Context: an optimization exercise on an open-source flow, tuned for small area and few clock cycles. The choices shown serve that exercise and are no tape-out recipe.
In this exercise RTL edits were held to simulation tests only and were not proved equivalent to the original.
The flow treats the clock pin as an ideal source, which a real chip does not have.
No activity file was given, so power comes from the tool's default toggle rates.

<file path="design/flow/config.mk">
export PLATFORM = sky130hd
export DESIGN_NAME = ax5031_rtc
export DESIGN_NICKNAME = ax5031_rtc
export VERILOG_FILES = /design/flow/design.v
export SDC_FILE = /design/flow/constraint.sdc
export NUM_CORES = 4
export LEC_CHECK = 0
export CAP_MARGIN = 20
export CORE_MARGIN = 2
export CORE_UTILIZATION = 60
export PLACE_DENSITY = 0.75
export SLEW_MARGIN = 20
</file>
<file path="design/flow/standard.sh">
#!/bin/bash
# synth_recipe.tcl (not shown) runs the flow's synth.tcl, then flattens the netlist and writes it again
# the make line also repeats each setting of config.mk as NAME=value (left out here)
make -C /OpenROAD-flow-scripts/flow DESIGN_CONFIG=/design/flow/config.mk WORK_HOME=/design/flow/orfs CLKGATE_MAP_FILE= SYNTH_SCRIPT=/design/flow/synth_recipe.tcl "${@:-finish}"
</file>
<file path="design/flow/flow/run.sh">
#!/bin/bash
# Layout flow: the standard ORFS flow, with two changes that leave the
# design and its registers as the standard synthesis makes them:
#  1. after the standard synthesis, the combinational logic between the
#     registers is mapped again with an area-oriented ABC script
#     (remap.abc, run with a few random seeds; the smallest result is kept);
#     flip-flops (names, cell types), tie cells and ports are kept as they are;
#  2. the port buffers are the smallest buffer cell (buf_1);
#  3. the clock tree is built by pre_cts.tcl (run as ORFS's PRE_CTS_TCL
#     hook): four clock buffers, each at the centroid of a quarter of the
#     flip-flops; TritonCTS then finds the clock already buffered and adds
#     nothing.  The rest of the CTS step (timing repair) runs as usual.
# Each tool writes its full output to a log file in this folder.
set -euo pipefail
HERE=$PWD
RES=$HERE/orfs/results/${FLOW_PLATFORM:-sky130hd}/ax5031_rtc/base
LIB=$FLOW_HOME/platforms/sky130hd/lib/sky130_fd_sc_hd__tt_025C_1v80.lib
YOSYS=$(command -v yosys || echo "$FLOW_HOME/../tools/install/yosys/bin/yosys")
export BUFFER_PORTS_ARGS="-buffer_cell sky130_fd_sc_hd__buf_1"
export PRE_CTS_TCL="$HERE/flow/pre_cts.tcl"
export CTS_ARGS="-dont_use_dummy_load -clk_nets clk"

# 1. standard synthesis
bash standard.sh "$RES/1_2_yosys.v" > standard_synth.log 2>&1

# 2. re-map the combinational logic
cp "$RES/1_2_yosys.v" "$HERE/1_2_yosys_standard.v"
KEEP=$(grep -o 'sky130_fd_sc_hd__[a-z0-9_]*' "$HERE/1_2_yosys_standard.v" | sort -u | grep -E '__(e?df|sdf|sedf|dl|conb)' | tr '\n' ' ')
for S in 1 2 3 4; do
  sed "s/@SEED@/$S/" "$HERE/flow/remap.abc" > "remap_$S.abc"
  cat > "remap_$S.ys" <<EOS
read_liberty -ignore_miss_func $LIB
blackbox $KEEP
read_verilog $HERE/1_2_yosys_standard.v
hierarchy -top $FLOW_TOP
flatten
opt_clean -purge
abc -script $HERE/remap_$S.abc -liberty $LIB -dont_use sky130_fd_sc_hd__lpflow_* -dont_use sky130_fd_sc_hd__probe_p_8 -dont_use sky130_fd_sc_hd__probec_p_8
splitnets
opt_clean -purge
hilomap -singleton -hicell sky130_fd_sc_hd__conb_1 HI -locell sky130_fd_sc_hd__conb_1 LO
insbuf -buf sky130_fd_sc_hd__buf_4 A X
opt_clean -purge
read_liberty -lib -ignore_miss_func $LIB
hierarchy -check -top $FLOW_TOP
check -assert
tee -o $HERE/remap_$S.area stat -liberty $LIB
write_verilog -noattr $HERE/1_2_yosys_remap_$S.v
EOS
  "$YOSYS" -s "remap_$S.ys" > "remap_$S.log" 2>&1 &
done
wait || true
BEST=""; BESTA=""
for S in 1 2 3 4; do
  A=$(grep -o "Chip area for module .*: [0-9.]*" "remap_$S.area" 2>/dev/null | awk '{print $NF}')
  [[ -n "$A" && -f "1_2_yosys_remap_$S.v" ]] || continue
  echo "seed $S: $A" >> remap_summary.log
  if [[ -z "$BESTA" ]] || awk "BEGIN{exit !($A < $BESTA)}"; then BEST=$S; BESTA=$A; fi
done
echo "kept seed $BEST ($BESTA)" >> remap_summary.log
[[ -n "$BEST" ]]
cp "1_2_yosys_remap_$BEST.v" "$RES/1_2_yosys.v"

# 3. the rest of the standard flow
bash standard.sh > standard.log 2>&1
</file>
<file path="design/flow/design.v">
module ax5031_quant (
    input  wire [13:0] rem,      
    input  wire        bin,      
    output wire        qbit,     
    output wire [13:0] rem_n     
);
    localparam [14:0] DIVISOR = 15'd15625;
    wire [14:0] t = {rem, bin};
    wire [15:0] d = {1'b0, t} - {1'b0, DIVISOR};
    assign qbit  = ~d[15];
    assign rem_n = qbit ? d[13:0] : t[13:0];
endmodule
module ax5031_rtc (
    input  wire        clk,
    input  wire        rst,
    input  wire        cmd_valid,
    output wire        cmd_ready,
    input  wire [39:0] cmd_word,
    output wire        resp_valid,
    input  wire        resp_ready,
    output wire [3:0]  resp_code,
    output reg         resp_sv,
    output wire [7:0]  resp_status,
    output reg  [31:0] resp_data,
    output wire        cs_req,
    output wire        cs_high,
    input  wire        cs_ack,
    input  wire        cs_err,
    output wire        x_req,
    output wire [7:0]  x_tx,
    input  wire        x_ack,
    input  wire        x_err,
    input  wire [7:0]  x_rx
);
    localparam [2:0] P_IDLE = 3'b000,
                     P_RESP = 3'b001,    
                     P_XH   = 3'b010,
                     P_XL   = 3'b011,
                     P_CSL  = 3'b100,
                     P_CSH  = 3'b101,
                     P_REST = 3'b111;
    localparam [2:0] R_OK          = 3'd0,
                     R_BUSFAULT    = 3'd1,
                     R_AR_TIMEOUT  = 3'd2,
                     R_AR_ERROR    = 3'd3,
                     R_UNSUPPORTED = 3'd4,
                     R_UNRECOG     = 3'd5,
                     R_ILLEGAL     = 3'd6;
    reg  [2:0]  ph;
    reg  [2:0]  code;
    reg  [6:0]  a_q;       
    reg         wr_q;      
    reg  [7:0]  d_q;       
    reg         rem13;     
    reg  [5:0]  k;         
    assign resp_code   = {1'b0, code};
    wire a_2x    = (a_q[6:2] == 5'b01000);
    wire a_3x    = (a_q[6:2] == 5'b01100) & (a_q[1:0] != 2'd0);
    wire f_quant = ~resp_sv & wr_q & (a_2x | a_3x);
    wire f_multi = ~resp_sv & (a_2x | (wr_q & a_3x));
    wire f_mod   = ~resp_sv & ~wr_q & (a_q == 7'h10);
    wire f_ar    = ~resp_sv & (a_q[6:1] == 6'b010110) & (~wr_q | a_q[0]);
    wire f_cap   = resp_sv ? ~k[0] : (~wr_q & ~f_ar);
    assign resp_status = resp_sv ? {wr_q, a_q} : 8'h00;
    wire [7:0]  op   = cmd_word[39:32];
    wire [31:0] o    = cmd_word[31:0];
    wire z_hi  = (o[31:16] == 16'd0);
    wire z_mid = (o[15:8] == 8'd0);
    wire z8    = z_hi & z_mid;
    wire z0    = z8 & (o[7:0] == 8'd0);
    wire op_exec = (op == 8'h01), op_gscr = (op == 8'h02), op_sscr = (op == 8'h03),
         op_pwr  = (op == 8'h04), op_pll  = (op == 8'h05), op_sfrq = (op == 8'h06),
         op_gfrq = (op == 8'h07), op_txp  = (op == 8'h08), op_rate = (op == 8'h09),
         op_smod = (op == 8'h0A), op_gmod = (op == 8'h0B), op_frm  = (op == 8'h0C),
         op_enc  = (op == 8'h0D), op_led  = (op == 8'h0E), op_pc1  = (op == 8'h0F),
         op_pc2  = (op == 8'h10), op_txb  = (op == 8'h11), op_ar   = (op == 8'h12);
    wire pwr_ok = (o[3:0] == 4'h0) || (o[3:0] == 4'h4) || (o[3:0] == 4'h5) ||
                  (o[3:0] == 4'hC) || (o[3:0] == 4'hD);
    wire legal =
        (op_exec & z_hi & (o[15] | (o[7:0] == 8'd0))) |
        ((op_gscr | op_gfrq | op_txp | op_gmod | op_pc1 | op_pc2 | op_ar) & z0) |
        ((op_sscr | op_txb | op_smod | op_frm | op_enc) & z8) |
        (op_pwr & z8 & (o[7:4] == 4'd0) & pwr_ok) |
        (op_pll & z8 & (o[7:6] == 2'd0)) |
        op_sfrq | op_rate |
        (op_led & z8 & (o[7:1] == 7'd0));
    wire unsup = (op_smod | op_frm | op_enc) & (o[7:0] != 8'd0);
    wire go    = legal & ~unsup;
    wire [6:0] c_addr =
        (op_exec ? o[14:8] : 7'h00) |
        ((op_gscr | op_sscr) ? 7'h01 : 7'h00) |
        (op_pwr  ? 7'h02 : 7'h00) | (op_pll ? 7'h2C : 7'h00) |
        ((op_sfrq | op_gfrq) ? 7'h20 : 7'h00) | (op_txp ? 7'h30 : 7'h00) |
        (op_rate ? 7'h31 : 7'h00) | ((op_smod | op_gmod) ? 7'h10 : 7'h00) |
        (op_frm  ? 7'h12 : 7'h00) | (op_enc ? 7'h11 : 7'h00) |
        ((op_led | op_pc1) ? 7'h0C : 7'h00) | (op_pc2 ? 7'h0D : 7'h00) |
        (op_txb  ? 7'h05 : 7'h00) | (op_ar ? 7'h2D : 7'h00);
    wire       c_wr = op_exec ? o[15] : ~(op_gscr | op_gfrq | op_gmod | op_pc1 | op_pc2);
    wire [7:0] c_data = o[7:0] | (op_txp ? 8'h0F : 8'h00) | (op_ar ? 8'h08 : 8'h00);
    localparam [13:0] BIAS_LO = 14'd7053;
    wire       v_bit = resp_data[31] ^ (|resp_data[30:13]);
    wire [13:0] rem  = {rem13, resp_data[12:0]};
    wire [13:0] rem0 = {1'b0, o[31:19]} + {13'd0, &o[18:0]};    
    reg        c_bit;
    always @(*) begin
        c_bit = 1'b0;
        if (k >= 6'd42 && k <= 6'd55) c_bit = BIAS_LO[6'd55 - k];
    end
    wire        q_bit;
    wire [13:0] q_rem;
    ax5031_quant u_quant (.rem(rem), .bin(v_bit | c_bit), .qbit(q_bit), .rem_n(q_rem));
    wire       q_ready = k[5] & (k[4:3] >= a_q[1:0]);
    assign cmd_ready  = (ph == P_IDLE) | ((ph == P_RESP) & resp_ready);
    assign resp_valid = (ph == P_RESP);
    assign cs_req    = ph[2];
    assign cs_high   = ph[0];
    assign x_req     = ~ph[2] & ph[1] & (~ph[0] | ~f_quant | q_ready);
    assign x_tx      = ph[0] ? d_q : {wr_q, a_q};
    wire xl_ack = (ph == P_XL) & x_ack;
    wire live   = ph[2] ^ ph[1];     
    wire step   = live & f_quant & (~q_ready | xl_ack);
    always @(posedge clk) begin
        if (rst) begin
            ph <= P_IDLE;
        end else begin
            if (step) begin
                {rem13, resp_data[12:0]} <= q_rem;
                k         <= k + 6'd1;
                d_q       <= {d_q[6:0], q_bit};
                resp_data[31:13] <= {resp_data[30:13], 1'b0};
            end
            case (ph)
                P_IDLE, P_RESP: if (cmd_valid && cmd_ready) begin
                    ph          <= go ? P_CSL : P_RESP;
                    code        <= ~legal ? R_ILLEGAL : unsup ? R_UNSUPPORTED : R_OK;
                    resp_sv     <= go & (op_exec | op_txb);
                    resp_data   <= (op_sfrq | op_rate) ? {~o[18:0], rem0[12:0]} : 32'd0;
                    rem13       <= rem0[13];
                    a_q         <= c_addr;
                    wr_q        <= c_wr;
                    d_q         <= c_data;
                    k           <= {5'b01011, ~op_exec};
                end else if (resp_ready)
                    ph <= P_IDLE;
                P_CSL: if (cs_ack)
                    ph <= cs_err ? P_REST : P_XH;
                P_XH: if (x_ack) begin
                    if (resp_sv)
                        {wr_q, a_q} <= x_rx;
                    ph <= x_err ? P_REST : P_XL;
                end
                P_XL: if (x_ack) begin
                    ph <= x_err ? P_REST : P_CSH;
                    if (f_cap)
                        resp_data <= {resp_data[23:0], x_rx};
                    if (f_mod && x_rx != 8'h00)
                        code <= R_UNRECOG;
                    if (f_multi)
                        a_q[1:0] <= a_q[1:0] + 2'd1;
                    if (f_ar && !wr_q) begin
                        if (x_rx[4]) begin
                            if (&(resp_data[11:0] | ~12'd2999)) begin   
                                a_q[0]    <= 1'b0;
                                code      <= R_AR_TIMEOUT;
                                resp_data <= 32'd0;
                            end else
                                resp_data[11:0] <= resp_data[11:0] + 12'd1;
                        end else begin
                            a_q[0] <= 1'b0;
                            if (x_rx[5]) begin
                                code      <= R_AR_ERROR;
                                resp_data <= 32'd0;
                            end
                        end
                    end
                end
                P_CSH: if (cs_ack) begin
                    if (!cs_err && ((f_multi && a_q[1:0] != 2'd0) || (f_ar && a_q[0]))) begin
                        ph   <= P_CSL;
                        if (f_ar) begin   
                            wr_q <= 1'b0;
                            d_q  <= 8'h00;
                        end
                    end else begin
                        ph <= P_RESP;
                        if (wr_q && !resp_sv)
                            resp_data[12:0] <= 13'd0;
                    end
                end
                P_REST: if (cs_ack) begin
                    ph <= P_RESP;
                end
                default: ph <= P_IDLE;
            endcase
            if (((ph == P_CSL || ph == P_CSH) && cs_ack && cs_err) ||
                ((ph == P_XH || ph == P_XL) && x_ack && x_err)) begin
                code        <= R_BUSFAULT;
                resp_sv     <= 1'b0;
                resp_data   <= 32'd0;
            end
        end
    end
endmodule
</file>
<file path="design/flow/flow/pre_cts.tcl">
# Clock tree: the flip-flops are split into $K groups by position (halves
# along x, then along y); one clock buffer at each group's centroid drives
# the group's clock pins.  The clock port drives only these K buffers.
set K 4
set BUF sky130_fd_sc_hd__clkbuf_8
set dbu [[ord::get_db_tech] getDbUnitsPerMicron]
set ffs {}
foreach inst [[ord::get_db_block] getInsts] {
  foreach it [$inst getITerms] {
    if {[[$it getMTerm] getSigType] == "CLOCK" || [[$it getMTerm] getName] == "CLK"} {
      set bb [$inst getBBox]
      lappend ffs [list [$inst getName] [expr {([$bb xMin] + [$bb xMax]) / 2.0 / $dbu}] [expr {([$bb yMin] + [$bb yMax]) / 2.0 / $dbu}] [[$it getMTerm] getName]]
    }
  }
}
proc split_groups {ffs k} {
  if {$k <= 1} { return [list $ffs] }
  set xs [lsort -real [lmap f $ffs {lindex $f 1}]]
  set ys [lsort -real [lmap f $ffs {lindex $f 2}]]
  set dx [expr {[lindex $xs end] - [lindex $xs 0]}]
  set dy [expr {[lindex $ys end] - [lindex $ys 0]}]
  set idx [expr {$dx >= $dy ? 1 : 2}]
  set s [lsort -real -index $idx $ffs]
  set h [expr {[llength $s] / 2}]
  return [concat [split_groups [lrange $s 0 [expr {$h - 1}]] [expr {$k / 2}]] [split_groups [lrange $s $h end] [expr {$k / 2}]]]
}
set g 0
foreach grp [split_groups $ffs $K] {
  set sx 0; set sy 0; set pins {}
  foreach f $grp {
    set sx [expr {$sx + [lindex $f 1]}]; set sy [expr {$sy + [lindex $f 2]}]
    lappend pins [get_pins "[lindex $f 0]/[lindex $f 3]"]
  }
  set n [llength $grp]
  puts "clock group $g: $n flip-flops, buffer at [expr {$sx / $n}] [expr {$sy / $n}]"
  insert_buffer -buffer_cell $BUF -net clk -load_pins $pins -location [list [expr {$sx / $n}] [expr {$sy / $n}]] -buffer_name clkbuf_g$g -net_name clknet_g$g
  incr g
}
</file>
<file path="design/flow/flow/remap.abc">
strash
&get -n
&deepsyn -T 90 -S @SEED@
&put
dch -f
amap
topo
</file>
<file path="design/flow/constraint.sdc">
create_clock -name core_clock -period 10.0 [get_ports {clk}]
set_input_delay 2.0000 -clock core_clock [delete_from_list [all_inputs] [get_ports {clk}]]
set_output_delay 2.0000 -clock core_clock [all_outputs]
set_load 0.01 [all_outputs]
</file>
==> results of run 1 <==
-- stage by stage --
step / area, um2 / hold WS, ns / util, %
floorplan: 4840 / 0.542 / -
global placement: 5140 / 0.565 / 66.2
detailed placement: 5140 / 0.591 / 66.2
CTS: 5200 / 0.592 / 66.9
global route: 5200 / 0.654 / 66.9
finish: 5200 / 0.615 / 66.9
-- flip-flops by register name, summed over array words and instances, names as in the netlist --
register	flops
code	3
rem13	1
wr_q	1
k	6
a_q	7
resp_data	32
d_q	8
ph	3
resp_sv	1
-- final cells by class, without the clock buffers --
cell class / count / area [um2] / share of cell area [%]
multi-input combinational: 433 / 2380 / 45.7
tap: 102 / 128 / 2.45
timing repair buffer: 115 / 443 / 8.52
inverter: 97 / 364 / 7.00
sequential: 62 / 1830 / 35.2
-- path summary, 6_finish.rpt --
kind,to,cells after the start,start
setup / recovery,resp_data[12]$_SDFFCE_PP0N_,9,cmd_word[39]
hold / removal,d_q[0]$_DFFE_PN_,2,d_q[0]$_DFFE_PN_
setup reg to reg,resp_data[2]$_SDFFCE_PP0N_,18,resp_data[19]$_SDFFCE_PP0N_
hold reg to reg,d_q[0]$_DFFE_PN_,2,d_q[0]$_DFFE_PN_
-- per-layer routing --
metal  vias to the layer above  share of wire (%)
met3                        47                 12
met2                       429                 45
met4                         0                3.0
li1                       2474                  -
met1                      2505                 39
met5                         -                  0
-- critical path, delay by kind of cell --
family,cells,cell delay (ns)
simple gates,4,1.68
compound gates,3,1.12
buf+inv,2,0.80
-- power groups by stage --
stage	clock, mW	sequential (mW)	combinational, mW
floorplan	0	0.327	0.0943
global placement	0	0.334	0.128
detailed placement	0	0.334	0.132
CTS	0.0733	0.335	0.132
global route	0.112	0.332	0.149
finish	0.104	0.330	0.135
==> results.toml, run 1 <==
[cts]
cts_hold_buf = 0
cts_resized = 0
postCtsSetupBuffers = 0
clk_latency_ns = 0.16
clk_pin_slew_ns = 0.10

[drt]
drc = 0
drt_iter0_drc = 851
vias_per_cell = 6.71
via_count = 5455
route.detailed.wl_per_inst_um = 20.1
first_pass_iters = 6
drtAntennaViolNets = 0
routed_wl_um = 16300

[sta]
max_freq_mhz = 177
hold_violations = 0
tightest_slew_ns = 0.844
fin_crit_sh_pct = 56.4
slew_viol_final = 0
skew_ns = 0.00738
postLayoutSetupSlackWorst_ns = 4.36
fin_crit_ns = 5.64
maxSlewHeadroom_pct = 43.5
setup_viol = 0
fin_setup_tns_ns = 0
rsz0062_at_grt = "false"

[finish]
layout.nets = 769
final_common_cell = "buf_1"
diodes = 0
area_delta_synth_final_pct = 7.39
instances_no_fill = 813
n_fill_cell = 738
final_cell_mix = "buf_1, nor2_1, clkinv_1, edfxtp_1, o21ai_0"
final_layout_size_suffix_gt1_share_pct = 1.13

[setup_path]
cp_slowest_stage_delay_ns = 0.74
worstSetupStartpointType = "primary input"
slowest_stage = "clkinv_1"
reg2reg_slack_ns = 4.59
worstPathRequired_ns = 9.97
cp-end-kind = "register"
cp.arrival_ns = 5.61
crit_path_max_fanout = 21
crit_type = "primary input to register"
cp_cell_sequence = "buf_1, or3_1, or2_0, or2_0, o311ai_0, o21ai_0, nor2_1, clkinv_1, o311ai_0"

[die]
rows = 32
die_width_um = 93.8
pin_count = 114
dieHeight_um = 93.8
core_area_mm2 = 0.00777
fp.dieArea_mm2 = 0.00881
initial_core_util_pct = 62.3

[power_and_ir_drop]
power_frac_comb_pct = 23.8
p_leak_nw = 1.62
power_frac_clock_pct = 18.3
pwr-share-seq_pct = 57.9
power.total_mw = 0.570
p_per_area_mw_per_mm2 = 110
swShare_pct = 32.1
switching_power_mw = 0.183
ir_worst_vdd_uv = 65.1
internal-power_mw = 0.387

[grt]
grt_use_met2_pct = 60.1
grt_max_degree = 49
overflow = 0
antenna_found_initial = 0
grt_pass1_wl_um = 25500
use_met3_pct = 3.21
first_global_vias = 4902
grt_busiest_layer = "met2"
use_met1_pct = 52.7
track_usage_pct = 36.7

[synthesis]
synth_nets = 684
syn_inst = 628
synth_area_mm2 = 0.00484
yosys_warnings = 1
avgSynthCellArea_um2 = 7.71

[outcome]
outcome = "no timing/DRC/antenna violations"

[job]
max_cap_violations = 0

[place]
dpl.cell_count = 809
place.gp.congestion = 0.990
post-place-ws_ns = 4.20
port_buffers = 112
dp_hpwl_um = 12700

[worst_hold_path]
min_path_type = "register to register"
Testbench counts, summed over its fixed seeds: cycles 89,736.
==> inputs of run 2 (changes only) <==
==> design/flow/flow/remap.abc (replaced) <==
strash
&get -n
&deepsyn -T 60 -S @SEED@
&put
dch -f
amap
topo
==> run 2 against run 1 <==
Effect of this change:
- routed wire length unchanged
- critical path type unchanged
- design area is the same
- clock power about the same
==> results.toml, run 2 <==
[power_and_ir_drop]
pwr-share-seq_pct = 57.9
power_frac_clock_pct = 18.3
power_frac_comb_pct = 23.8
ir_worst_vdd_uv = 65.1
switching_power_mw = 0.183
internal-power_mw = 0.387
swShare_pct = 32.1
p_per_area_mw_per_mm2 = 110
p_leak_nw = 1.62

[drt]
drtAntennaViolNets = 0
drt_iter0_drc = 851
route.detailed.wl_per_inst_um = 20.1
routed_wl_um = 16300
first_pass_iters = 6
via_count = 5455
vias_per_cell = 6.71
drc = 0

[finish]
final_common_cell = "buf_1"
area_delta_synth_final_pct = 7.39
reg_top3 = "resp_data: 32 flops, d_q: 8 flops, a_q: 7 flops"
final_cell_mix = "buf_1, nor2_1, clkinv_1, edfxtp_1, o21ai_0"
n_fill_cell = 738
seq_area_mm2 = 0.00183
final_area_mm2 = 0.00520
multi_input_area_mm2 = 0.00238
largest_reg_flops = 32
final_util_pct = 66.9
regMostFlops = "resp_data"
instances_no_fill = 813
final_layout_size_suffix_gt1_share_pct = 1.13
layout.nets = 769
diodes = 0

[grt]
use_met1_pct = 52.7
track_usage_pct = 36.7
grt_use_met2_pct = 60.1
first_global_vias = 4902
grt_busiest_layer = "met2"
grt_max_degree = 49
antenna_found_initial = 0
grt_pass1_wl_um = 25500
overflow = 0
use_met3_pct = 3.21

[sta]
slew_viol_final = 0
maxSlewHeadroom_pct = 43.5
fin_crit_ns = 5.64
rsz0062_at_grt = "false"
fin_crit_sh_pct = 56.4
max_freq_mhz = 177
fin_setup_tns_ns = 0
hold_violations = 0
skew_ns = 0.00738
tightest_slew_ns = 0.844
setup_viol = 0

[setup_path]
worstSetupStartpointType = "primary input"
reg2reg_slack_ns = 4.59
timing.rr.end = "resp_data[2]$_SDFFCE_PP0N_"
slowest_stage = "clkinv_1"
cp-endpoint = "resp_data[12]$_SDFFCE_PP0N_"
r2r_start = "resp_data[19]$_SDFFCE_PP0N_"
cp_cell_sequence = "buf_1, or3_1, or2_0, or2_0, o311ai_0, o21ai_0, nor2_1, clkinv_1, o311ai_0"
crit_path_max_fanout = 21
cp-end-kind = "register"
worstPathRequired_ns = 9.97
cp_slowest_stage_delay_ns = 0.74
worst_r2r_path_depth = 18
cp.arrival_ns = 5.61
worstSetupStartpoint = "cmd_word[39]"
crit_type = "primary input to register"

[die]
initial_core_util_pct = 62.3
rows = 32
dieHeight_um = 93.8
core_area_mm2 = 0.00777
pin_count = 114
die_width_um = 93.8
fp.dieArea_mm2 = 0.00881

[synthesis]
synth_area_mm2 = 0.00484
syn_inst = 628
avgSynthCellArea_um2 = 7.71
yosys_warnings = 1
synth_nets = 684

[place]
port_buffers = 112
place.gp.congestion = 0.990
dpl.cell_count = 809
placedInstanceArea_mm2 = 0.00514
dp_hpwl_um = 12700

[worst_hold_path]
min_path_type = "register to register"
hold_start = "d_q[0]$_DFFE_PN_"

[cts]
clk_pin_slew_ns = 0.10
cts_resized = 0
postCtsSetupBuffers = 0
cts_hold_buf = 0
clk_latency_ns = 0.16

[outcome]
outcome = "no timing/DRC/antenna violations"

[job]
max_cap_violations = 0
==> run 2: cell counts in the layout (fill, tap and decap cells not counted) <==
Identical to the previous run, type by type.
==> run 2: critical path, delay by kind of cell <==
| family | cells | cell delay (ns) |
|---|---|---|
| and+or+nand+nor | 4 | 1.68 |
| buffers and inverters | 2 | 0.80 |
| AOI/OAI and AO/OA | 3 | 1.12 |
==> run 2: layout make-up, without the clock buffers <==
| cell class | count | share of cell area (%) |
|---|---|---|
| multi-input cells | 433 | 45.7 |
| flip-flops and latches | 62 | 35.2 |
| repair buffers | 115 | 8.52 |
| inverters | 97 | 7.00 |
| well taps | 102 | 2.45 |
==> run 2: layer usage <==
| metal | share of wire (%) | vias to the layer above |
|---|---|---|
| li1 | - | 2474 |
| met1 | 39 | 2505 |
| met4 | 3.0 | 0 |
| met2 | 45 | 429 |
| met5 | 0 | - |
| met3 | 12 | 47 |
==> run 2: per-stage QoR <==
step                      setup slack [ns]  power [mW]  hold slack [ns]
after floorplan                       5.21       0.421            0.542
after global placement                4.29       0.462            0.565
after detailed placement              4.20       0.466            0.591
after CTS                             4.20       0.540            0.592
after global routing                  4.00       0.593            0.654
final                                 4.36       0.570            0.615
==> run 2: power by group through the flow <==
| stage | Clock, mW | Sequential (mW) | Combinational (mW) |
|---|---|---|---|
| after floorplan | 0 | 0.327 | 0.0943 |
| after global placement | 0 | 0.334 | 0.128 |
| after detailed placement | 0 | 0.334 | 0.132 |
| after CTS | 0.0733 | 0.335 | 0.132 |
| after global routing | 0.112 | 0.332 | 0.149 |
| final | 0.104 | 0.330 | 0.135 |
==> run 2: worst min-delay path by stage <==
stage / cells after the start / to
after floorplan: 2 / d_q[1]$_DFFE_PN_
after detailed placement: 2 / d_q[0]$_DFFE_PN_
after global routing: 2 / d_q[0]$_DFFE_PN_
after CTS: 2 / d_q[0]$_DFFE_PN_
final: 2 / d_q[0]$_DFFE_PN_
after global placement: 2 / d_q[2]$_DFFE_PN_
==> inputs of run 3 (changes only) <==
--- a/design/flow/flow/run.sh
+++ b/design/flow/flow/run.sh
@@ -5,3 +5,4 @@
 #     registers is mapped again with an area-oriented ABC script
-#     (remap.abc, run with a few random seeds; the smallest result is kept);
+#     (remap.abc and remap_nf.abc: ABC's deepsyn, then two mappers, each
+#     run with a few random seeds; the smallest result is kept);
 #     flip-flops (names, cell types), tie cells and ports are kept as they are;
@@ -28,4 +29,6 @@
 KEEP=$(grep -o 'sky130_fd_sc_hd__[a-z0-9_]*' "$HERE/1_2_yosys_standard.v" | sort -u | grep -E '__(e?df|sdf|sedf|dl|conb)' | tr '\n' ' ')
-for S in 1 2 3 4; do
-  sed "s/@SEED@/$S/" "$HERE/flow/remap.abc" > "remap_$S.abc"
+RUNS="1 2 3 4 5 6 7 8"
+for S in $RUNS; do
+  if (( S <= 4 )); then SRC=remap.abc; SEED=$S; else SRC=remap_nf.abc; SEED=$((S - 4)); fi
+  sed "s/@SEED@/$SEED/" "$HERE/flow/$SRC" > "remap_$S.abc"
   cat > "remap_$S.ys" <<EOS
@@ -53,3 +56,3 @@
 BEST=""; BESTA=""
-for S in 1 2 3 4; do
+for S in $RUNS; do
   A=$(grep -o "Chip area for module .*: [0-9.]*" "remap_$S.area" 2>/dev/null | awk '{print $NF}')
==> design/flow/flow/remap_nf.abc (new file) <==
strash
&get -n
&deepsyn -T 60 -S @SEED@
&dch -f
&nf -a -R 1000
&put
topo
==> run 3 against run 2 <==
Effect of this change:
- still clean
- combinational power shrank 7%
- worst hold slack gained 0.0024 ns
- global-route usage shrank 1.5 points
- synthesized area shrank 1.9%
- clock skew grew 0.011 ns
- first-iteration DRC count shrank 17%
- sequential power grew 2%
- synthesized cell count shrank 11%
- power shrank 0.27%
- largest cell class unchanged
==> results.toml, run 3 <==
[drt]
drt_iter0_drc = 703
drtAntennaViolNets = 0
drc = 0
via_count = 5149
vias_per_cell = 6.92
route.detailed.wl_per_inst_um = 20.8
routed_wl_um = 15500
first_pass_iters = 9

[sta]
hold_violations = 0
tightest_slew_ns = 1.07
max_freq_mhz = 199
setup_viol = 0
fin_crit_sh_pct = 50.3
fin_crit_ns = 5.03
fin_setup_tns_ns = 0
maxSlewHeadroom_pct = 28.9
slew_viol_final = 0
rsz0062_at_grt = "false"
skew_ns = 0.0188

[setup_path]
worstPathRequired_ns = 9.94
timing.rr.end = "resp_data[11]$_SDFFCE_PP0N_"
cp-end-kind = "register"
worstSetupStartpoint = "cmd_word[7]"
crit_type = "primary input to register"
r2r_start = "ph[0]$_SDFFE_PP0P_"
cp.arrival_ns = 4.97
crit_path_max_fanout = 5
worstSetupStartpointType = "primary input"
reg2reg_slack_ns = 5.63
worst_r2r_path_depth = 9

[die]
initial_core_util_pct = 61.8
dieHeight_um = 93.0
fp.dieArea_mm2 = 0.00864
die_width_um = 93.0
pin_count = 114
core_area_mm2 = 0.00769
rows = 32

[grt]
first_global_vias = 4609
grt_max_degree = 49
grt_pass1_wl_um = 24400
overflow = 0
track_usage_pct = 35.2
antenna_found_initial = 0

[finish]
regMostFlops = "resp_data"
diodes = 0
final_common_cell = "buf_1"
final_cell_mix = "buf_1, o21ai_0, edfxtp_1, nor2_1, nand2_1"
layout.nets = 700
largest_reg_flops = 32
area_delta_synth_final_pct = 7.72
final_util_pct = 66.5
reg_top3 = "resp_data: 32 flops, d_q: 8 flops, a_q: 7 flops"
final_layout_size_suffix_gt1_share_pct = 1.56

[synthesis]
synth_area_mm2 = 0.00475
synth_nets = 614
yosys_warnings = 1
syn_inst = 558
avgSynthCellArea_um2 = 8.51

[power_and_ir_drop]
p_leak_nw = 1.65
power.total_mw = 0.568
p_per_area_mw_per_mm2 = 111
ir_worst_vdd_uv = 107

[cts]
cts_hold_buf = 0
clk_pin_slew_ns = 0.12
clk_latency_ns = 0.17
postCtsSetupBuffers = 0
cts_resized = 0

[job]
max_cap_violations = 0

[worst_hold_path]
holdPathEnd = "d_q[7]$_DFFE_PN_"
min_path_type = "register to register"
hold_depth = 2
hold_start = "d_q[7]$_DFFE_PN_"

[outcome]
outcome = "no timing/DRC/antenna violations"

[place]
place.gp.congestion = 0.964
port_buffers = 112
dp_hpwl_um = 11600
## run 3: final cells by class, without the clock buffers
type / instances / area (um2)
tap: 102 / 128
inverter: 21 / 78.8
fill: 678 / 2570
multi-input combinational: 439 / 2570
timing repair buffer: 116 / 450
sequential: 62 / 1830
## run 3: critical path, stage by stage
cell,delay (ns)
buf_1,0.23
nand4_1,0.14
nor4_1,0.33
nand4_1,0.21
clkinv_1,0.10
nand3_1,0.13
nor2_1,0.22
and3_1,0.22
and2_0,0.24
and3_1,0.21
and2_0,0.23
and3_1,0.25
nand3_1,0.11
nand2_1,0.08
nor2_1,0.04
a211o_1,0.21
## run 3: power breakdown
group	internal, mW	leakage [nW]	switching [mW]	total [mW]
combinational	0.0454	1.02	0.0800	0.125
clock	0.0373	0.0288	0.0704	0.108
sequential	0.307	0.599	0.0284	0.335
## run 3: worst max-delay path by stage
| stage | endpoint | slack [ns] | depth (start not counted) |
|---|---|---|---|
| 2_1_floorplan | resp_data[12]$_SDFFCE_PP0N_ | 5.43 | 15 |
| 3_3_place_gp | resp_data[12]$_SDFFCE_PP0N_ | 4.98 | 16 |
| 3_5_place_dp | resp_data[12]$_SDFFCE_PP0N_ | 4.79 | 16 |
| 4_1_cts | resp_data[12]$_SDFFCE_PP0N_ | 4.78 | 16 |
| 5_1_grt | resp_data[12]$_SDFFCE_PP0N_ | 4.64 | 16 |
| 6_report | resp_data[12]$_SDFFCE_PP0N_ | 4.97 | 16 |
## run 3: metal layers
metal / vias up / global-route usage, % / wire, um
li1: 2306 / - / -
met1: 2373 / 50.0 / 6020
met2: 422 / 58.5 / 7140
met3: 48 / 3.74 / 1900
met4: 0 / 7.84 / 425
met5: - / 0 / 0
## run 3: metrics by stage
step	instances	instance area (um2)	setup slack (ns)	hold slack, ns
after CTS	744	5110	4.78	0.591
after detailed placement	740	5060	4.79	0.591
after global routing	744	5110	4.64	0.652
after floorplan	558	4750	5.43	0.541
final	744	5110	4.97	0.618
after global placement	740	5060	4.98	0.574
==> inputs of run 4 (changes only) <==
--- a/design/flow/flow/run.sh
+++ b/design/flow/flow/run.sh
@@ -11,3 +11,4 @@
 #     hook): four clock buffers, each at the centroid of a quarter of the
-#     flip-flops; TritonCTS then finds the clock already buffered and adds
+#     flip-flops (clkbuf_8, or clkbuf_16 where the estimated clock-pin slew
+#     is high); TritonCTS then finds the clock already buffered and adds
 #     nothing.  The rest of the CTS step (timing repair) runs as usual.
--- a/design/flow/flow/pre_cts.tcl
+++ b/design/flow/flow/pre_cts.tcl
@@ -35,4 +35,21 @@
   puts "clock group $g: $n flip-flops, buffer at [expr {$sx / $n}] [expr {$sy / $n}]"
-  insert_buffer -buffer_cell $BUF -net clk -load_pins $pins -location [list [expr {$sx / $n}] [expr {$sy / $n}]] -buffer_name clkbuf_g$g -net_name clknet_g$g
+  set grp_pins($g) $pins
+  set grp_buf($g) [insert_buffer -buffer_cell $BUF -net clk -load_pins $pins -location [list [expr {$sx / $n}] [expr {$sy / $n}]] -buffer_name clkbuf_g$g -net_name clknet_g$g]
   incr g
 }
+
+# A group whose clock pins would see a slow edge gets the stronger buffer.
+set_propagated_clock [all_clocks]
+estimate_parasitics -placement
+for {set i 0} {$i < $g} {incr i} {
+  set mx 0.0
+  foreach p $grp_pins($i) {
+    set s [get_property $p slew_max]
+    if {$s > $mx} { set mx $s }
+  }
+  puts "clock group $i: estimated clock pin slew $mx ns"
+  if {$mx > 0.092} {
+    puts "clock group $i: using sky130_fd_sc_hd__clkbuf_16"
+    replace_cell $grp_buf($i) sky130_fd_sc_hd__clkbuf_16
+  }
+}
==> run 4 against run 3 <==
Effect of this change:
- flip-flop and latch count unchanged
- worst setup slack worse by 0.043 ns
- combinational power about the same
- worst hold slack worse by 0.010 ns
- power up 4.7%
- final cell count unchanged
- design area up 0.66%
==> results.toml, run 4 <==
[power_and_ir_drop]
p_leak_nw = 1.67
power_frac_comb_pct = 21.1
ir_worst_vdd_uv = 106
p_per_area_mw_per_mm2 = 116
pwr-share-seq_pct = 56.3
internal-power_mw = 0.416
swShare_pct = 30.1
switching_power_mw = 0.179
power.total_mw = 0.595
power_frac_clock_pct = 22.6

[grt]
track_usage_pct = 35.3
grt_pass1_wl_um = 24400
grt_max_degree = 49
first_global_vias = 4626
antenna_found_initial = 0
overflow = 0

[setup_path]
crit_path_max_fanout = 5
worstSetupStartpointType = "primary input"
timing.rr.end = "resp_data[11]$_SDFFCE_PP0N_"
r2r_start = "ph[0]$_SDFFE_PP0P_"
worstPathRequired_ns = 9.91
worst_r2r_path_depth = 9
crit_type = "primary input to register"
reg2reg_slack_ns = 5.64
cp.arrival_ns = 4.98
cp-end-kind = "register"

[finish]
instances_no_fill = 744
diodes = 0
final_layout_size_suffix_gt1_share_pct = 1.56
area_delta_synth_final_pct = 8.43
layout.nets = 700
regMostFlops = "resp_data"
largest_reg_flops = 32
final_cell_mix = "buf_1, o21ai_0, edfxtp_1, nor2_1, nand2_1"
reg_top3 = "resp_data: 32 flops, d_q: 8 flops, a_q: 7 flops"
final_common_cell = "buf_1"

[outcome]
outcome = "no timing/DRC/antenna violations"

[die]
rows = 32
die_width_um = 93.0
dieHeight_um = 93.0
core_area_mm2 = 0.00769
pin_count = 114
initial_core_util_pct = 61.8
fp.dieArea_mm2 = 0.00864

[drt]
drt_iter0_drc = 780
via_count = 5120
drtAntennaViolNets = 0
route.detailed.wl_per_inst_um = 20.9
drc = 0
vias_per_cell = 6.88
first_pass_iters = 10
routed_wl_um = 15500

[sta]
tightest_slew_ns = 1.04
postLayoutSetupSlackWorst_ns = 4.93
maxSlewHeadroom_pct = 30.9
hold_slack_ns = 0.608
max_freq_mhz = 197
setup_viol = 0
slew_viol_final = 0
rsz0062_at_grt = "false"
fin_setup_tns_ns = 0
fin_crit_ns = 5.07
hold_violations = 0
skew_ns = 0.0183
fin_crit_sh_pct = 50.7

[place]
dpl.cell_count = 740
post-place-ws_ns = 4.79
dp_hpwl_um = 11600
port_buffers = 112
place.gp.congestion = 0.964

[synthesis]
yosys_warnings = 1
synth_area_mm2 = 0.00475
avgSynthCellArea_um2 = 8.51
synth_nets = 614
syn_inst = 558

[cts]
clk_latency_ns = 0.16
cts_hold_buf = 0
clk_pin_slew_ns = 0.08
postCtsSetupBuffers = 0
cts_resized = 0

[worst_hold_path]
hold_start = "d_q[7]$_DFFE_PN_"
hold_depth = 2
holdPathEnd = "d_q[7]$_DFFE_PN_"
min_path_type = "register to register"

[job]
max_cap_violations = 0
## run 4: routing by layer
metal | vias up | wire, um | GRT usage [%] | share of wire, %
li1 | 2308 | - | - | -
met1 | 2373 | 5900 | 49.9 | 38
met2 | 395 | 7280 | 58.8 | 47
met3 | 44 | 1930 | 3.74 | 12
met4 | 0 | 442 | 7.84 | 2.8
met5 | - | 0 | 0 | 0
## run 4: cell type report, without the clock buffers
type / count / area (um2)
inverter: 21 / 78.8
fill: 673 / 2540
timing repair buffer: 116 / 450
multi-input combinational: 439 / 2570
tap: 102 / 128
sequential: 62 / 1830
## run 4: critical path, cell delays in order
cell and delay (ns):
buf_1 0.23, nand4_1 0.14, nor4_1 0.32, nand4_1 0.21, clkinv_1 0.10, nand3_1 0.14, nor2_1 0.22, and3_1 0.22
and2_0 0.24, and3_1 0.21, and2_0 0.23, and3_1 0.26, nand3_1 0.12, nand2_1 0.08, nor2_1 0.04, a211o_1 0.21
## run 4: power by group through the flow
| stage | Combinational, mW | Sequential [mW] | Clock, mW |
|---|---|---|---|
| floorplan | 0.0860 | 0.330 | 0 |
| global placement | 0.121 | 0.339 | 0 |
| detailed placement | 0.122 | 0.340 | 0 |
| CTS | 0.123 | 0.334 | 0.131 |
| global route | 0.137 | 0.338 | 0.138 |
| finish | 0.126 | 0.335 | 0.134 |
## run 4: how the worst max path moves through the flow
stage / start / end / slack [ns] / depth (start not counted)
after detailed placement: cmd_word[7] / resp_data[12]$_SDFFCE_PP0N_ / 4.79 / 16
after CTS: cmd_word[7] / resp_data[12]$_SDFFCE_PP0N_ / 4.94 / 16
after global placement: cmd_word[7] / resp_data[12]$_SDFFCE_PP0N_ / 4.98 / 16
final: cmd_word[7] / resp_data[12]$_SDFFCE_PP0N_ / 4.93 / 16
after global routing: cmd_word[7] / resp_data[12]$_SDFFCE_PP0N_ / 4.60 / 16
after floorplan: cmd_word[11] / resp_data[12]$_SDFFCE_PP0N_ / 5.43 / 15
## run 4: metrics by stage
stage | util, % | instance area (um2)
after floorplan | - | 4750
after global placement | 65.8 | 5060
after detailed placement | 65.8 | 5060
after CTS | 66.9 | 5140
after global routing | 67.0 | 5150
final | 67.0 | 5150
==> inputs of run 5 (changes only) <==
--- a/design/flow/design.v
+++ b/design/flow/design.v
@@ -54,3 +54,3 @@
     reg         rem13;     
-    reg  [5:0]  k;         
+    reg  [4:0]  k;         
     assign resp_code   = {1'b0, code};
@@ -106,3 +106,4 @@
         c_bit = 1'b0;
-        if (k >= 6'd42 && k <= 6'd55) c_bit = BIAS_LO[6'd55 - k];
+        if (k >= 5'd10 && k <= 5'd22) c_bit = BIAS_LO[5'd23 - k];
+        if (k == 5'd23 && a_q[1:0] == 2'd3) c_bit = BIAS_LO[0];
     end
@@ -111,3 +112,3 @@
     ax5031_quant u_quant (.rem(rem), .bin(v_bit | c_bit), .qbit(q_bit), .rem_n(q_rem));
-    wire       q_ready = k[5] & (k[4:3] >= a_q[1:0]);
+    wire       q_ready = (k == {a_q[1:0], 3'b000});
     assign cmd_ready  = (ph == P_IDLE) | ((ph == P_RESP) & resp_ready);
@@ -127,3 +128,3 @@
                 {rem13, resp_data[12:0]} <= q_rem;
-                k         <= k + 6'd1;
+                k         <= k + 5'd1;
                 d_q       <= {d_q[6:0], q_bit};
@@ -141,3 +142,3 @@
                     d_q         <= c_data;
-                    k           <= {5'b01011, ~op_exec};
+                    k           <= {4'b1011, ~op_exec};
                 end else if (resp_ready)
==> run 5 against run 4 <==
Effect of this change:
- clock skew decreased by 0.0025 ns
- highest routed layer unchanged
- design area decreased by 1.4%
- routed wire length decreased by 2.0%
- synthesized cell count decreased by 3.8%
- still clean on timing, DRC and antenna
- register-to-register slack got worse by 0.11 ns
- worst setup slack got worse by 0.092 ns
- worst hold slack got worse by 0.021 ns
- combinational power decreased by 7%
==> results.toml, run 5 <==
[outcome]
outcome = "no timing/DRC/antenna violations"

[sta]
skew_ns = 0.0158
hold_slack_ns = 0.587
slew_viol_final = 0
tightest_slew_ns = 0.986
postLayoutSetupSlackWorst_ns = 4.84
maxSlewHeadroom_pct = 34.2
fin_setup_tns_ns = 0
fin_crit_ns = 5.16
fin_crit_sh_pct = 51.6
hold_violations = 0
max_freq_mhz = 194
setup_viol = 0
rsz0062_at_grt = "false"

[finish]
final_layout_size_suffix_gt1_share_pct = 1.77
final_cell_mix = "buf_1, o21ai_0, edfxtp_1, a21oi_1, nor2_1"
reg_top3 = "resp_data: 32 flops, d_q: 8 flops, a_q: 7 flops"
diodes = 0
n_fill_cell = 673
regMostFlops = "resp_data"
layout.nets = 680
area_delta_synth_final_pct = 8.88
largest_reg_flops = 32
final_common_cell = "buf_1"
seq_area_mm2 = 0.00180
multi_input_area_mm2 = 0.00253

[place]
port_buffers = 112
dp_hpwl_um = 11300
place.gp.congestion = 1.03
post-place-ws_ns = 4.57

[die]
initial_core_util_pct = 61.3
die_width_um = 92.1
dieHeight_um = 92.1
pin_count = 114
rows = 32
fp.dieArea_mm2 = 0.00849
core_area_mm2 = 0.00761

[grt]
grt_pass1_wl_um = 24100
first_global_vias = 4609
grt_max_degree = 48
overflow = 0
antenna_found_initial = 0
track_usage_pct = 35.3

[synthesis]
avgSynthCellArea_um2 = 8.68
yosys_warnings = 1
syn_inst = 537
synth_area_mm2 = 0.00466
synth_nets = 593

[drt]
via_count = 5053
vias_per_cell = 6.98
route.detailed.wl_per_inst_um = 21.1
first_pass_iters = 9
drc = 0
drt_iter0_drc = 689
drtAntennaViolNets = 0
routed_wl_um = 15200

[setup_path]
cp.arrival_ns = 5.06
reg2reg_slack_ns = 5.53
worstPathRequired_ns = 9.90
worst_r2r_path_depth = 15
worstSetupStartpoint = "cmd_word[16]"
r2r_start = "resp_data[13]$_SDFFCE_PP0N_"
cp-end-kind = "register"
worstSetupStartpointType = "primary input"
crit_type = "primary input to register"
crit_path_max_fanout = 5

[cts]
cts_resized = 0
postCtsSetupBuffers = 0
cts_hold_buf = 0
clk_pin_slew_ns = 0.09
clk_latency_ns = 0.15

[power_and_ir_drop]
p_per_area_mw_per_mm2 = 114
ir_worst_vdd_uv = 111
p_leak_nw = 1.56

[job]
max_cap_violations = 0

[worst_hold_path]
hold_start = "d_q[7]$_DFFE_PN_"
min_path_type = "register to register"
hold_depth = 2
## run 5: per-layer routing
layer	vias to the layer above	part of all wire [%]	GRT usage, %
met3	55	12	4.52
met1	2327	39	50.5
met4	0	3.7	9.45
met5	-	0	0
li1	2247	-	-
met2	424	45	56.9
## run 5: worst max-delay path, stage by stage
cell	delay, ns
buf_1	0.20
nand4_1	0.12
nor2_1	0.12
nand4_1	0.10
or3_1	0.34
clkinv_1	0.07
nand2_1	0.06
clkinv_1	0.09
and3_1	0.24
and3_1	0.21
and2_0	0.26
and3_1	0.23
and2_0	0.24
and3_1	0.22
and2_0	0.24
a21oi_1	0.09
o21ai_0	0.12
nand3_1	0.09
## run 5: power by group
part	switching [mW]	internal [mW]	total [mW]
combinational	0.0731	0.0435	0.117
sequential	0.0282	0.301	0.329
clock	0.0680	0.0635	0.131
## run 5: cell type report, without the clock buffers
type	count	area share, %
flip-flops and latches	61	35.5
well taps	102	2.51
multi-input cells	422	49.9
inverters	18	1.33
repair buffers	117	9.02
## run 5: through the flow
| step | total power [mW] | cells | util (%) | cell area [um2] |
|---|---|---|---|---|
| after floorplan | 0.404 | 537 | - | 4660 |
| after global placement | 0.445 | 720 | 65.6 | 4990 |
| after detailed placement | 0.447 | 720 | 65.6 | 4990 |
| after CTS | 0.573 | 724 | 66.7 | 5080 |
| after global routing | 0.597 | 724 | 66.7 | 5080 |
| final | 0.577 | 724 | 66.7 | 5080 |
## run 5: final timing paths
path / end
worst max-delay path: resp_data[12]$_SDFFCE_PP0N_
worst min-delay path: d_q[7]$_DFFE_PN_
worst max register to register: resp_data[7]$_SDFFCE_PP0N_
worst min register to register: d_q[7]$_DFFE_PN_
Testbench counts of run 5, summed over its fixed seeds: cycles 89,736.
==> inputs of run 6 (changes only) <==
--- a/design/flow/design.v
+++ b/design/flow/design.v
@@ -165,3 +165,3 @@
                                 code      <= R_AR_TIMEOUT;
-                                resp_data <= 32'd0;
+                                resp_data[11:0] <= 12'd0;    
                             end else
@@ -172,3 +172,3 @@
                                 code      <= R_AR_ERROR;
-                                resp_data <= 32'd0;
+                                resp_data[11:0] <= 12'd0;
                             end
==> run 6 against run 5 <==
Effect of this change:
- design area rose by 2.0%
- synthesized area rose by 1.7%
- critical endpoint is now resp_data[3]$_SDFFCE_PP0N_
- combinational power barely moved
- synthesized cell count rose by 4.1%
- critical path type unchanged
- worst hold slack improved by 0.00078 ns
==> results.toml, run 6 <==
[outcome]
outcome = "no timing/DRC/antenna violations"

[power_and_ir_drop]
p_per_area_mw_per_mm2 = 113
ir_worst_vdd_uv = 86.0
p_leak_nw = 1.62

[sta]
fin_crit_ns = 5.08
max_freq_mhz = 197
postLayoutSetupSlackWorst_ns = 4.92
rsz0062_at_grt = "false"
skew_ns = 0.00824
fin_crit_sh_pct = 50.8
tightest_slew_ns = 1.09
fin_setup_tns_ns = 0
hold_violations = 0
hold_slack_ns = 0.588
maxSlewHeadroom_pct = 27.6
slew_viol_final = 0
setup_viol = 0

[grt]
antenna_found_initial = 0
track_usage_pct = 34.8
overflow = 0
grt_pass1_wl_um = 23900
first_global_vias = 4550
grt_max_degree = 47

[drt]
vias_per_cell = 6.77
drtAntennaViolNets = 0
route.detailed.wl_per_inst_um = 20.6
drc = 0
drt_iter0_drc = 743
routed_wl_um = 15400
highest_layer = "met4"
wl_met1_um = 6070
first_pass_iters = 8
dr_wl_met3_um = 1610
dr_wl_met2_um = 7220
via_count = 5060

[cts]
clk_pin_slew_ns = 0.08
postCtsSetupBuffers = 0
cts_resized = 0
clk_latency_ns = 0.14
cts_hold_buf = 0

[place]
dpl.cell_count = 743
port_buffers = 112
place.gp.congestion = 0.984
post-place-ws_ns = 4.83
dp_hpwl_um = 11400

[synthesis]
synth_nets = 615
avgSynthCellArea_um2 = 8.48
syn_inst = 559
yosys_warnings = 1
synth_area_mm2 = 0.00474

[finish]
seq_area_mm2 = 0.00180
multi_input_area_mm2 = 0.00261
diodes = 0
instances_no_fill = 747
final_common_cell = "buf_1"
final_layout_size_suffix_gt1_share_pct = 2.02
largest_reg_flops = 32
final_util_pct = 67.4
final_cell_mix = "buf_1, o21ai_0, edfxtp_1, nor2_1, nand2_1"
layout.nets = 703
n_fill_cell = 679
reg_top3 = "resp_data: 32 flops, d_q: 8 flops, a_q: 7 flops"
regMostFlops = "resp_data"
area_delta_synth_final_pct = 9.24

[worst_hold_path]
min_path_type = "register to register"
hold_depth = 2

[setup_path]
worstPathRequired_ns = 9.98
reg2reg_slack_ns = 5.06
worst_r2r_path_depth = 15
cp.arrival_ns = 5.06
cp-endpoint = "resp_data[3]$_SDFFCE_PP0N_"
crit_type = "primary input to register"
worstSetupStartpointType = "primary input"
r2r_start = "resp_data[22]$_SDFFCE_PP0N_"
cp-end-kind = "register"
timing.rr.end = "resp_data[7]$_SDFFCE_PP0N_"
crit_path_max_fanout = 31
worstSetupStartpoint = "cmd_word[33]"

[job]
max_cap_violations = 0

[die]
dieHeight_um = 92.9
rows = 32
core_area_mm2 = 0.00769
die_width_um = 92.9
fp.dieArea_mm2 = 0.00863
pin_count = 114
initial_core_util_pct = 61.7
## run 6: changes by cell type in the layout (fill, tap and decap cells not counted), sizes merged, moves of 4 or more
cell	previous run	this run
a211oi	2	7
a21oi	54	43
nand2	39	55
nand3	12	16
nand4	12	6
nor2	42	55
nor3	24	20
nor4	15	19
xor2	6	10
## run 6: how the worst min path moves through the flow
| stage | to | startpoint | slack (ns) |
|---|---|---|---|
| after floorplan | d_q[7]$_DFFE_PN_ | d_q[7]$_DFFE_PN_ | 0.53 |
| after global placement | d_q[7]$_DFFE_PN_ | d_q[7]$_DFFE_PN_ | 0.56 |
| after detailed placement | d_q[7]$_DFFE_PN_ | d_q[7]$_DFFE_PN_ | 0.56 |
| after CTS | d_q[7]$_DFFE_PN_ | d_q[7]$_DFFE_PN_ | 0.58 |
| after global routing | d_q[7]$_DFFE_PN_ | d_q[7]$_DFFE_PN_ | 0.63 |
| final | d_q[7]$_DFFE_PN_ | d_q[7]$_DFFE_PN_ | 0.59 |
## run 6: final cells by class, without the clock buffers
class	instances	area share, %
multi-input cells	443	50.4
well taps	102	2.46
flip-flops and latches	61	34.8
inverters	19	1.38
repair buffers	118	8.99
## run 6: critical path: stages
cell,delay (ns)
buf_1,0.22
or3_1,0.48
nand2_1,0.09
nor2_1,0.05
nor4_1,0.42
a32oi_1,0.25
o21bai_1,0.24
nand2b_1,0.67
o32ai_1,0.47
a21oi_1,0.07
o211ai_1,0.09
## run 6: metrics by stage
stage | total power [mW] | instance area [um2]
after floorplan | 0.405 | 4740
after global placement | 0.447 | 5080
after detailed placement | 0.449 | 5080
after CTS | 0.584 | 5180
after global routing | 0.608 | 5180
final | 0.587 | 5180
## run 6: power breakdown
part / switching, mW / internal (mW) / total [mW]
logic: 0.0748 / 0.0437 / 0.119
registers: 0.0277 / 0.301 / 0.328
clock network: 0.0683 / 0.0722 / 0.141
total: 0.171 / 0.416 / 0.587
## run 6: per-layer routing
metal | up-vias | GRT usage, %
met4 | 0 | 9.56
li1 | 2331 | -
met3 | 39 | 2.28
met5 | - | 0
met2 | 334 | 57.4
met1 | 2356 | 49.7
Testbench counts of run 6, summed over its fixed seeds: cycles 89,736.
==> inputs of run 7 (changes only) <==
--- a/design/flow/design.v
+++ b/design/flow/design.v
@@ -165,3 +165,3 @@
                                 code      <= R_AR_TIMEOUT;
-                                resp_data[11:0] <= 12'd0;    
+                                resp_data <= 32'd0;
                             end else
@@ -172,3 +172,3 @@
                                 code      <= R_AR_ERROR;
-                                resp_data[11:0] <= 12'd0;
+                                resp_data <= 32'd0;
                             end
--- a/design/flow/flow/run.sh
+++ b/design/flow/flow/run.sh
@@ -30,5 +30,7 @@
 KEEP=$(grep -o 'sky130_fd_sc_hd__[a-z0-9_]*' "$HERE/1_2_yosys_standard.v" | sort -u | grep -E '__(e?df|sdf|sedf|dl|conb)' | tr '\n' ' ')
-RUNS="1 2 3 4 5 6 7 8"
+# 16 runs in two waves of 8: seeds 1..8, each with both mappers
+RUNS="1 2 3 4 5 6 7 8 9 10 11 12 13 14 15 16"
 for S in $RUNS; do
-  if (( S <= 4 )); then SRC=remap.abc; SEED=$S; else SRC=remap_nf.abc; SEED=$((S - 4)); fi
+  if (( S % 2 )); then SRC=remap.abc; else SRC=remap_nf.abc; fi
+  SEED=$(( (S + 1) / 2 ))
   sed "s/@SEED@/$SEED/" "$HERE/flow/$SRC" > "remap_$S.abc"
@@ -54,2 +56,3 @@
   "$YOSYS" -s "remap_$S.ys" > "remap_$S.log" 2>&1 &
+  if (( S == 8 )); then wait || true; fi
 done
==> run 7 against run 6 <==
Effect of this change:
- sequential share of layout area increased by 0.30 points
- clock power is 7% lower
- highest routed layer unchanged
- power down 3.6%
- still clean on timing, DRC and antenna
- die area shrank 0.34%
- routed wire length grew 3.5%
- sequential power about the same
- combinational power down 8%
- synthesized cell count increased by 0.18%
- critical endpoint is now resp_data[12]$_SDFFCE_PP0N_
- maximum frequency down 3.8%
==> results.toml, run 7 <==
[setup_path]
crit_path_max_fanout = 5
cp-end-kind = "register"
crit_type = "primary input to register"
reg2reg_slack_ns = 5.25
worstPathRequired_ns = 9.88
cp-endpoint = "resp_data[12]$_SDFFCE_PP0N_"
cp_cell_sequence = "buf_1, nand4_1, nor2_1, nand4_1, or3_1, nor2_1, and3_1, and3_1, and2_0, and3_1, and2_0, and3_1, a31oi_1, a21oi_1, o31ai_1"
worstSetupStartpointType = "primary input"
cp_slowest_stage_delay_ns = 0.35
cp.arrival_ns = 5.16
worstSetupStartpoint = "cmd_word[1]"
slowest_stage = "or3_1"
r2r_start = "resp_sv$_SDFFCE_PP0P_"
timing.rr.end = "resp_data[3]$_SDFFCE_PP0N_"
crit_path_frequent_cell = "and3_1"
worst_r2r_path_depth = 11

[finish]
final_layout_size_suffix_gt1_share_pct = 1.71
seq_area_mm2 = 0.00180
layout.nets = 703
reg_top3 = "resp_data: 32 flops, d_q: 8 flops, a_q: 7 flops"
largest_reg_flops = 32
multi_input_area_mm2 = 0.00261
instances_no_fill = 747
area_delta_synth_final_pct = 8.72
diodes = 0
n_fill_cell = 666
final_common_cell = "buf_1"
regMostFlops = "resp_data"
final_area_mm2 = 0.00513
final_cell_mix = "buf_1, nand2_1, edfxtp_1, o21ai_0, nor2_1"

[sta]
hold_violations = 0
fin_crit_sh_pct = 52.8
fin_crit_ns = 5.28
max_freq_mhz = 189
fin_setup_tns_ns = 0
rsz0062_at_grt = "false"
setup_viol = 0
skew_ns = 0.0153
tightest_slew_ns = 1.06
maxSlewHeadroom_pct = 29.4
slew_viol_final = 0

[die]
die_width_um = 92.7
fp.dieArea_mm2 = 0.00860
rows = 32
pin_count = 114
dieHeight_um = 92.7
core_area_mm2 = 0.00769
initial_core_util_pct = 61.4

[grt]
track_usage_pct = 35.7
grt_pass1_wl_um = 24400
antenna_found_initial = 0
overflow = 0
grt_max_degree = 49
first_global_vias = 4676

[cts]
clk_pin_slew_ns = 0.09
cts_resized = 0
postCtsSetupBuffers = 0
cts_hold_buf = 0
clk_latency_ns = 0.15

[drt]
drtAntennaViolNets = 0
drt_iter0_drc = 747
vias_per_cell = 6.98
drc = 0
via_count = 5213
first_pass_iters = 6
route.detailed.wl_per_inst_um = 21.3
routed_wl_um = 15900

[power_and_ir_drop]
pwr-share-seq_pct = 57.5
internal-power_mw = 0.402
swShare_pct = 28.9
power.total_mw = 0.566
p_per_area_mw_per_mm2 = 110
ir_worst_vdd_uv = 65.2
switching_power_mw = 0.164
power_frac_clock_pct = 23.2
power_frac_comb_pct = 19.3
p_leak_nw = 1.65

[place]
dp_hpwl_um = 11700
dpl.cell_count = 743
port_buffers = 112
place.gp.congestion = 0.959
placedInstanceArea_mm2 = 0.00504

[synthesis]
yosys_warnings = 1
synth_area_mm2 = 0.00472
avgSynthCellArea_um2 = 8.43
syn_inst = 560
synth_nets = 616

[outcome]
outcome = "no timing/DRC/antenna violations"

[job]
max_cap_violations = 0

[worst_hold_path]
min_path_type = "register to register"
run 7: layer usage:
layer / part of all wire, % / global-route usage (%) / wire, um / vias to the layer above
met2: 46 / 57.4 / 7270 / 452
li1: - / - / - / 2323
met5: 0 / 0 / 0 / -
met3: 13 / 4.56 / 2070 / 59
met1: 38 / 51.2 / 6090 / 2379
met4: 3.2 / 9.80 / 505 / 0
run 7: power groups by stage:
stage	Combinational, mW	Sequential, mW	Clock, mW
2_1_floorplan	0.0737	0.321	0
3_5_place_dp	0.106	0.330	0
5_1_grt	0.118	0.328	0.139
3_3_place_gp	0.104	0.329	0
6_report	0.109	0.325	0.131
4_1_cts	0.107	0.324	0.131
run 7: cell type report, without the clock buffers:
cell class                      instances  share of cell area [%]
Sequential cell                        61                    35.1
Tap cell                              102                    2.49
Timing Repair Buffer                  117                    8.92
Inverter                               13                   0.951
Multi-Input combinational cell        450                    50.8
run 7: worst max-delay path: cells and delay by family:
| kind | cells | cell delay [ns] |
|---|---|---|
| buffers and inverters | 1 | 0.22 |
| AOI/OAI and AO/OA | 3 | 0.40 |
| and+or+nand+nor | 11 | 2.53 |
run 7: worst min path at each step:
stage	slack, ns	startpoint	depth (start not counted)	end
2_1_floorplan	0.54	d_q[1]$_DFFE_PN_	2	d_q[1]$_DFFE_PN_
3_3_place_gp	0.57	d_q[7]$_DFFE_PN_	2	d_q[7]$_DFFE_PN_
3_5_place_dp	0.58	d_q[7]$_DFFE_PN_	2	d_q[7]$_DFFE_PN_
4_1_cts	0.60	d_q[7]$_DFFE_PN_	2	d_q[7]$_DFFE_PN_
5_1_grt	0.62	d_q[7]$_DFFE_PN_	2	d_q[7]$_DFFE_PN_
6_report	0.62	d_q[7]$_DFFE_PN_	2	d_q[7]$_DFFE_PN_
run 7: stage by stage:
step | utilization, % | hold WS (ns) | setup slack (ns)
floorplan | - | 0.541 | 5.39
CTS | 66.7 | 0.604 | 4.83
finish | 66.8 | 0.619 | 4.72
detailed placement | 65.6 | 0.580 | 4.75
global route | 66.8 | 0.617 | 4.56
global placement | 65.6 | 0.568 | 4.92
Testbench counts of run 7, summed over its fixed seeds: cycles 89,736.

==> what the ideal ports hide <==
The flow's constraints put no driver on any port. The routed layouts listed below were extracted and timed again, unchanged, in two steps.
Step 1, drivers: a clkbuf_16 drives clk and a buf_2 each remaining input, both assumed.
Step 2, shift: input delay + t, output delay - t, t = (earliest + latest rising clock arrival at the registers) / 2. This alone moves slack from input paths to output paths.
Slacks: no drivers / after step 1 / after step 2; pairs: no drivers / after step 1.
| run | t (ns) | setup slack, ns | worst data-port slew with drivers (ns) | cell pins on the clock port's net |
|---|---|---|---|---|
| run 1 | 0.231 | 4.356 / 4.408 / 4.176 | 0.04 | 4 |
| run 2 | 0.231 | 4.356 / 4.408 / 4.176 | 0.04 | 4 |
| run 3 | 0.233 | 4.975 / 5.018 / 4.785 | 0.04 | 4 |
| run 4 | 0.228 | 4.932 / 4.988 / 4.760 | 0.04 | 4 |
| run 5 | 0.227 | 4.840 / 4.902 / 4.675 | 0.03 | 4 |
| run 6 | 0.223 | 4.919 / 4.984 / 4.761 | 0.06 | 4 |
| run 7 | 0.227 | 4.718 / 4.775 / 4.549 | 0.04 | 4 |
After both steps setup and hold are still met in every run listed. The setup slack of run 3, which loses most, moves by +0.043 ns with the drivers and by -0.190 ns with both steps.
